From an optimization exercise on the open Yosys and OpenROAD flow, aimed at a short achievable clock period and few clock cycles; shortcuts taken in it are not production practice.
Only simulation tests tie the RTL to the original design; equivalence was not proved.
Power figures rest on the tool's default switching activity, not on a simulated workload.

==> inputs of 08-20 <==
Design trc3_core, start of the top module:
module trc3_core (
    input  wire        clk,
    input  wire        rst,
    output reg         mem_req,
    output reg         mem_we,
    output reg  [10:0] mem_addr,
    output reg  [7:0]  mem_wdata,
    input  wire        mem_ready,
    input  wire [7:0]  mem_rdata,
    output wire        gpi_req,
    output wire [2:0]  gpi_port,
    input  wire        gpi_valid,
    input  wire [7:0]  gpi_data,
    output wire        gpo_valid,
    output wire [2:0]  gpo_port,
    output wire [7:0]  gpo_data,
    output wire        bell,
    output wire        halted,
    output wire        faulted,
    output wire [2:0]  fault_code,
    output wire [10:0] pc_out
);
    localparam OP_NOP = 5'd0,  OP_HLT = 5'd1,  OP_ADD = 5'd2,  OP_ADI = 5'd3;
    localparam OP_SUB = 5'd4,  OP_XOR = 5'd5,  OP_XNO = 5'd6,  OP_IOR = 5'd7;
    localparam OP_NOR = 5'd8,  OP_AND = 5'd9,  OP_NAN = 5'd10, OP_RSH = 5'd11;
    localparam OP_LDI = 5'd12, OP_JMP = 5'd13, OP_BEQ = 5'd14, OP_BNE = 5'd15;
    localparam OP_BGT = 5'd16, OP_BLT = 5'd17, OP_CAL = 5'd18, OP_RET = 5'd19;
    localparam OP_REA = 5'd20, OP_STO = 5'd21, OP_GPI = 5'd22, OP_GPO = 5'd23;
    localparam OP_BEL = 5'd24, OP_PAS = 5'd25, OP_PAG = 5'd26;
    localparam F_NONE     = 3'd0;
    localparam F_ILLEGAL  = 3'd1;
    localparam F_RESERVED = 3'd2;
    localparam F_DATAADDR = 3'd3;
  ...
Settings: LEC_CHECK=0, ABC_CLOCK_PERIOD_IN_PS=2500, CAP_MARGIN=20, CELL_PAD_IN_SITES_DETAIL_PLACEMENT=1, CELL_PAD_IN_SITES_GLOBAL_PLACEMENT=2, CORE_MARGIN=2, CORE_UTILIZATION=40, PLACE_DENSITY=0.6, SETUP_SLACK_MARGIN=4.0, SLEW_MARGIN=20, TNS_END_PERCENT=5; clock period 7.0 ns.
run.sh (not shown) runs the stock make flow with config.mk's settings and CLKGATE_MAP_FILE= SYNTH_SCRIPT=/design/flow/synth_recipe.tcl, a recipe that flattens the netlist after the stock synthesis.
==> inputs of 03-13, as changes to 08-20 <==
--- a/flow/design.v
+++ b/flow/design.v
@@ -612,26 +612,24 @@
                     upd_bi <= pend_bi;
                     upd_t  <= pend_take;
                 end else if (d_bcc && ir_main) begin
                     upd_v  <= 1'b1;
                     upd_bi <= id;
                     upd_t  <= cond;
                 end
-                if (recover) begin
-                    pend <= 1'b0;
-                end else begin
-                    pend     <= n_fold && !cond;
-                    pend_m   <= f_m;
-                    rf_pc    <= pcp1_d;
-                    rf_oh    <= oh2;
-                    pend_dir_r <= f_dir;
-                    pend_bi  <= pcp1_d[4:0];
-                    pend_bad <= !h0;
-                    {alt_pc, alt_oh1, alt_w, alt_oht, alt_v, alt_main} <= b_other;
-                end
+                pend <= !recover && n_fold && !cond;
+            end
+            if (d_go) begin
+                pend_m   <= f_m;
+                rf_pc    <= pcp1_d;
+                rf_oh    <= oh2;
+                pend_dir_r <= f_dir;
+                pend_bi  <= pcp1_d[4:0];
+                pend_bad <= !h0;
+                {alt_pc, alt_oh1, alt_w, alt_oht, alt_v, alt_main} <= b_other;
             end
             if (conflict)
                 c_tv <= 32'd0;
             if (f_write) begin
                 c_data[f_id] <= fw;
                 c_tag[f_id]  <= f_pc[9:5];
                 c_val[f_id]  <= 1'b1;
CAP_MARGIN = 25   (was 20)
SETUP_SLACK_MARGIN = 3.5   (was 4.0)
TNS_END_PERCENT = 40   (was 5)
==> comparison table <==
Result of the run: 08-20 finished clean; 03-13 finished clean
Worst setup margin: 08-20 2.61 ns; 03-13 3.14 ns
Number of diodes: 08-20 66; 03-13 63
Share of final-layout standard cells stronger than drive strength 1: 08-20 0.194; 03-13 0.235
Sequential cell area in the final layout: 08-20 0.0666 sq mm; 03-13 0.0666 sq mm
Total of fill cells in the finished design: 08-20 28.5k; 03-13 28.4k
Mapped Area: 08-20 0.113 sq mm; 03-13 0.113 sq mm
Clock-cell share: 08-20 0.0663; 03-13 0.0653
Post-CTS Setup Bufs: 08-20 183; 03-13 413
Measured slew at the worst slew-check pin: 08-20 1.25 ns; 03-13 1.27 ns
Die boundary height: 08-20 535 microns; 03-13 536 microns
Adder-Cell Fraction of Synth Area: 08-20 0.00707; 03-13 0.00703
Min Hold Slack: 08-20 0.455 ns; 03-13 0.465 ns
Die ar.: 08-20 0.286 sq mm; 03-13 0.287 sq mm
Arrival time of data at the critical path endpoint: 08-20 5.17 ns; 03-13 4.74 ns
Combinational share of power: 08-20 0.371; 03-13 0.394
Final critical path time including I/O delays and setup: 08-20 4.39 ns; 03-13 3.86 ns
Grt met1 use: 08-20 0.575; 03-13 0.597
Max stage delay on crit path: 08-20 0.54 ns; 03-13 0.65 ns
Testbench counts of 08-20, summed over its fixed seeds: cycles 80,525.
Testbench counts of 03-13, summed over its fixed seeds: cycles 80,525.

static timing again, ports no longer ideal:
No port has a modelled driver above. Below, the same layouts with a new extraction and two added sets of constraints. Step 1 sets driving cells, clkbuf_16 on the clock port and buf_2 on the other inputs (assumed; they add their load-dependent delay and slew). Step 2 times the ports against the registers' clock, not the clock port: input delays grow and output delays shrink by t, the midpoint of the rising clock arrivals with the driver on. Three values: ideal ports, drivers, drivers and shift; two values: the first two.
run | shift t [ns] | slack for setup (ns) | worst register clock-pin slew, ns
08-20 | 1.027 | 2.606 / 2.606 / 2.415 | 0.07 / 0.07
03-13 | 1.064 | 3.138 / 3.138 / 2.425 | 0.07 / 0.07
After both steps setup and hold are still met in every run listed. For 03-13, which loses most, drivers alone change the setup slack by 0.000 ns; drivers and shift together by -0.713 ns.
